Source: an optimization exercise on an open RTL-to-GDS flow (aim: small area and few clock cycles). Production flows keep margins and buffers that such runs may drop. Function was checked by simulation only, so behaviour that the tests miss may differ from the original. Power is estimated from default activity; no workload was simulated.

## qca7k_core
module qca7k_core (
    input  wire        clk,
    input  wire        rst,
    input  wire        req_valid,
    output wire        req_ready,
    input  wire [7:0]  req_op,
    input  wire        req_read,
    input  wire        req_internal,
    input  wire [15:0] req_reg,
    input  wire [15:0] req_val,
    input  wire [15:0] req_size,
    input  wire        req_dst_valid,
    input  wire [7:0]  req_dst,
    output wire        rsp_valid,
    output reg  [3:0]  rsp_code,
    output reg  [15:0] rsp_data,
    output wire        bus_valid,
    output reg  [1:0]  bus_kind,
    output reg  [7:0]  bus_txd,
    input  wire        bus_ready,
    input  wire [7:0]  bus_rxd,
    output wire        src_req,
    output wire [10:0] src_addr,
    input  wire        src_ack,
    input  wire [7:0]  src_data,
    output wire        mw_valid,
    output wire [7:0]  mw_buf,
    output wire [10:0] mw_addr,
    output wire [7:0]  mw_data
);
    localparam [1:0] K_BEGIN = 2'd0, K_END = 2'd1, K_TX = 2'd2, K_RX = 2'd3;
    localparam [3:0] OP_ENCODE_CMD  = 4'h0, OP_REG_READ    = 4'h1,
                     OP_REG_WRITE   = 4'h2, OP_GET_MASK    = 4'h3,
                     OP_SET_MASK    = 4'h4, OP_ENABLE_ALL  = 4'h5,
                     OP_DISABLE_ALL = 4'h6, OP_ENABLE      = 4'h7,
                     OP_DISABLE     = 4'h8, OP_FETCH_ACK   = 4'h9,
                     OP_READ_SIG    = 4'hA, OP_STARTUP     = 4'hB,
                     OP_SOFT_RESET  = 4'hC, OP_SEND        = 4'hD,
                     OP_RECEIVE     = 4'hE, OP_RESERVED    = 4'hF;
    localparam [3:0] R_OK = 4'd0, R_BAD_SIGNATURE = 4'd1, R_FRAME_OVERFLOW = 4'd2,
                     R_WRITE_BUFFER_INSUFFICIENT = 4'd3, R_NULL_RECEIVE_BUFFER = 4'd4,
                     R_EMPTY_READ_BUFFER = 4'd5, R_INTERNAL_ERROR = 4'd6,
                     R_SUCCESS = 4'd7, R_IN_PROGRESS = 4'd8, R_REFUSED = 4'd15;
    localparam [4:0] RH_BFR_SIZE = 5'h01, RH_WRBUF_SPC_AVA = 5'h02,
                     RH_RDBUF_BYTE_AVA = 5'h03, RH_SPI_CONFIG = 5'h04,
                     RH_INTR_CAUSE = 5'h0C, RH_INTR_ENABLE = 5'h0D,
                     RH_SIGNATURE = 5'h1A;
    localparam [10:0] FRAME_MAX = 11'd1522, FRAME_MIN = 11'd60;
    localparam [15:0] SIGNATURE_EXPECTED = 16'hAA55;
  ...
Size: about 1,200 cells after synthesis, ~100 flip-flops, roughly 160 I/O pins.
clock: 7.0 ns
lec_check: 0
abc_area: 1
cap_margin: 20
core_margin: 2
core_utilization: 40
place_density: 0.6
slew_margin: 20
standard.sh (not shown) runs the stock make flow with config.mk's settings and CLKGATE_MAP_FILE= SYNTH_SCRIPT=/design/flow/synth_recipe.tcl, a recipe that flattens the netlist after the stock synthesis.
==> flow/flow/run.sh <==
#!/bin/bash
# The standard layout (the standard.sh, unchanged synthesis and steps),
# with the port buffers made of the smallest buffer cell instead of the
# default clkdlybuf4s50_1. Every input and output port still gets a buffer.
set -euo pipefail
export BUFFER_PORTS_ARGS="-buffer_cell sky130_fd_sc_hd__buf_1"
bash standard.sh > standard_flow.log 2>&1
The starting point produced a clean layout.
Testbench counts at the start, summed over its fixed seeds: cycles 1,340,418.
Edit:
==> flow/run.sh (new file) <==
#!/bin/bash
# synth_recipe.tcl (not shown) runs the flow's synth.tcl, then flattens the netlist and writes it again
# the make line also repeats each setting of config.mk as NAME=value (left out here)
make -C /OpenROAD-flow-scripts/flow DESIGN_CONFIG=/design/flow/config.mk WORK_HOME=/design/flow/orfs CLKGATE_MAP_FILE= SYNTH_SCRIPT=/design/flow/synth_recipe.tcl finish
removed: flow/flow/run.sh
removed: flow/standard.sh
The changed run completed without violations.
Power grows by about 4%.
Critical path depth does not change.
Maximum frequency falls by about 5.4%.
Cell area went up by about 10%.
Area after synthesis stays the same.
Final cell count hardly moves.
Global-route usage rises by 1.4 points.
Clock skew hardly moves.

== main ==
Starting RTL as in the previous note.
==> flow/config.mk <==
export PLATFORM = sky130hd
export DESIGN_NAME = qca7k_core
export DESIGN_NICKNAME = qca7k_core
export VERILOG_FILES = /design/flow/design.v
export SDC_FILE = /design/flow/constraint.sdc
export NUM_CORES = 4
export LEC_CHECK = 0
export ABC_AREA = 1
export CAP_MARGIN = 20
export CORE_MARGIN = 2
export CORE_UTILIZATION = 40
export CTS_BUF_LIST = sky130_fd_sc_hd__clkbuf_4 sky130_fd_sc_hd__clkbuf_8
export PLACE_DENSITY = 0.6
export SLEW_MARGIN = 20
==> flow/constraint.sdc <==
create_clock -name core_clock -period 7.0 [get_ports {clk}]
set_input_delay 1.4000 -clock core_clock [delete_from_list [all_inputs] [get_ports {clk}]]
set_output_delay 1.4000 -clock core_clock [all_outputs]
set_load 0.01 [all_outputs]
==> flow/flow/run.sh <==
#!/bin/bash
# Layout flow: the standard flow (standard.sh) with two changes.
#  1. After the standard synthesis, the combinational logic between the
#     registers is re-mapped by ABC with an area-oriented script (area.abc).
#     Every register keeps its instance name and cell type; ports are kept.
#  2. Port buffers use the smallest buffer cell (buf_1) instead of the
#     default clkdlybuf4s50_1. Every input and output port still gets one.
# Each tool's full output goes to a log file in this folder.
set -euo pipefail
WORK=$(pwd)
FLOWDIR=$WORK/flow
RES=$WORK/orfs/results/sky130hd/qca7k_core/base
LIB=$FLOW_HOME/platforms/sky130hd/lib/sky130_fd_sc_hd__tt_025C_1v80.lib
export TMPDIR=$WORK/tmp
mkdir -p "$TMPDIR"

# 1. standard synthesis
bash standard.sh synth > log_1_standard_synth.log 2>&1
cp "$RES/1_2_yosys.v" "$WORK/1_2_yosys.standard.v"

# 2. re-map the combinational logic, registers untouched
DU=$(grep -A40 '^export DONT_USE_CELLS' "$FLOW_HOME/platforms/sky130hd/config.mk" \
     | grep -o 'sky130_fd_sc_hd__[a-z0-9_]*' | sed 's/^/-dont_use /' | tr '\n' ' ')
FFS=$(grep -o 'sky130_fd_sc_hd__[a-z0-9_]*' "$WORK/1_2_yosys.standard.v" | sort -u \
      | grep -E '__(e|s|se)?df|__dl|__conb' | tr '\n' ' ')
cat > "$WORK/reopt.ys" <<EOT
read_liberty -ignore_miss_func $LIB
read_verilog $WORK/1_2_yosys.standard.v
hierarchy -top $FLOW_TOP
setattr -mod -set keep_hierarchy 1 $FFS
flatten
blackbox $FFS
opt_clean
tee -o $WORK/reopt_stat_before.txt stat -liberty $LIB
abc -liberty $LIB $DU -script $FLOWDIR/area.abc
opt_clean -purge
hilomap -singleton -hicell sky130_fd_sc_hd__conb_1 HI -locell sky130_fd_sc_hd__conb_1 LO
insbuf -buf sky130_fd_sc_hd__buf_1 A X
opt_clean -purge
tee -o $WORK/reopt_stat_after.txt stat -liberty $LIB
read_liberty -lib -ignore_redef $LIB
hierarchy -top $FLOW_TOP
check -assert -mapped
write_verilog -noattr -nohex -nodec $WORK/1_2_yosys.reopt.v
EOT
YOSYS=$FLOW_HOME/../tools/install/yosys/bin/yosys
[[ -x $YOSYS ]] || YOSYS=yosys
"$YOSYS" -s "$WORK/reopt.ys" > log_2_reopt_yosys.log 2>&1
cp "$WORK/1_2_yosys.reopt.v" "$RES/1_2_yosys.v"
rm -f "$RES/1_synth.odb"
touch "$RES/1_2_yosys.v"
bash standard.sh synth > log_3_synth_odb.log 2>&1

# 3. the rest of the standard flow, with small port buffers
export BUFFER_PORTS_ARGS="-buffer_cell sky130_fd_sc_hd__buf_1"
bash standard.sh > log_4_standard_finish.log 2>&1
Other scripts of this flow, unchanged in this note and not shown: flow/flow/area.abc
Testbench counts of main, summed over its fixed seeds: cycles 1,340,418.
### main -> the feature branch
- CTS_BUF_LIST removed (was sky130_fd_sc_hd__clkbuf_4 sky130_fd_sc_hd__clkbuf_8)
Notes after the runs:
- Reported for main and the feature branch, setup TNS turned out identical to the last digit.
- main -> the feature branch: maximum level of the CTS H-tree delta 0, exact match
- NOTE fmax main->the feature branch increased slightly
- Of main and the feature branch, main shows the higher fraction of power spent switching nets, with the feature branch below it.

-- re-timing with driven ports --
No port has a modelled driver above. Below, the same layouts with a new extraction and two added sets of constraints. Step 1, drivers: a clkbuf_16 drives clk and a buf_2 each remaining input, both assumed. Step 2 times the ports against the registers' clock, not the clock port: input delays grow and output delays shrink by t, the midpoint of the rising clock arrivals with the driver on. Slacks: ideal / step 1 / step 2; pairs: ideal / step 1.
run | t, ns | slack for setup (ns) | worst hold slack (ns) | latest minus earliest clock arrival (ns) | worst slew at a driven data input, ns
the first run of note 1 | 0.420 | 1.596 / 1.546 / 1.928 | 0.476 / 0.476 / 0.476 | 0.014 / 0.014 | 0.05
the second run of note 1 | 0.408 | 1.290 / 1.242 / 1.651 | 0.483 / 0.483 / 0.483 | 0.015 / 0.015 | 0.05
main | 0.442 | 0.781 / 0.738 / 1.180 | 0.465 / 0.465 / 0.465 | 0.016 / 0.016 | 0.04
the feature branch | 0.407 | 0.824 / 0.777 / 1.184 | 0.459 / 0.459 / 0.459 | 0.014 / 0.014 | 0.04
After both steps setup and hold are still met in every run listed.
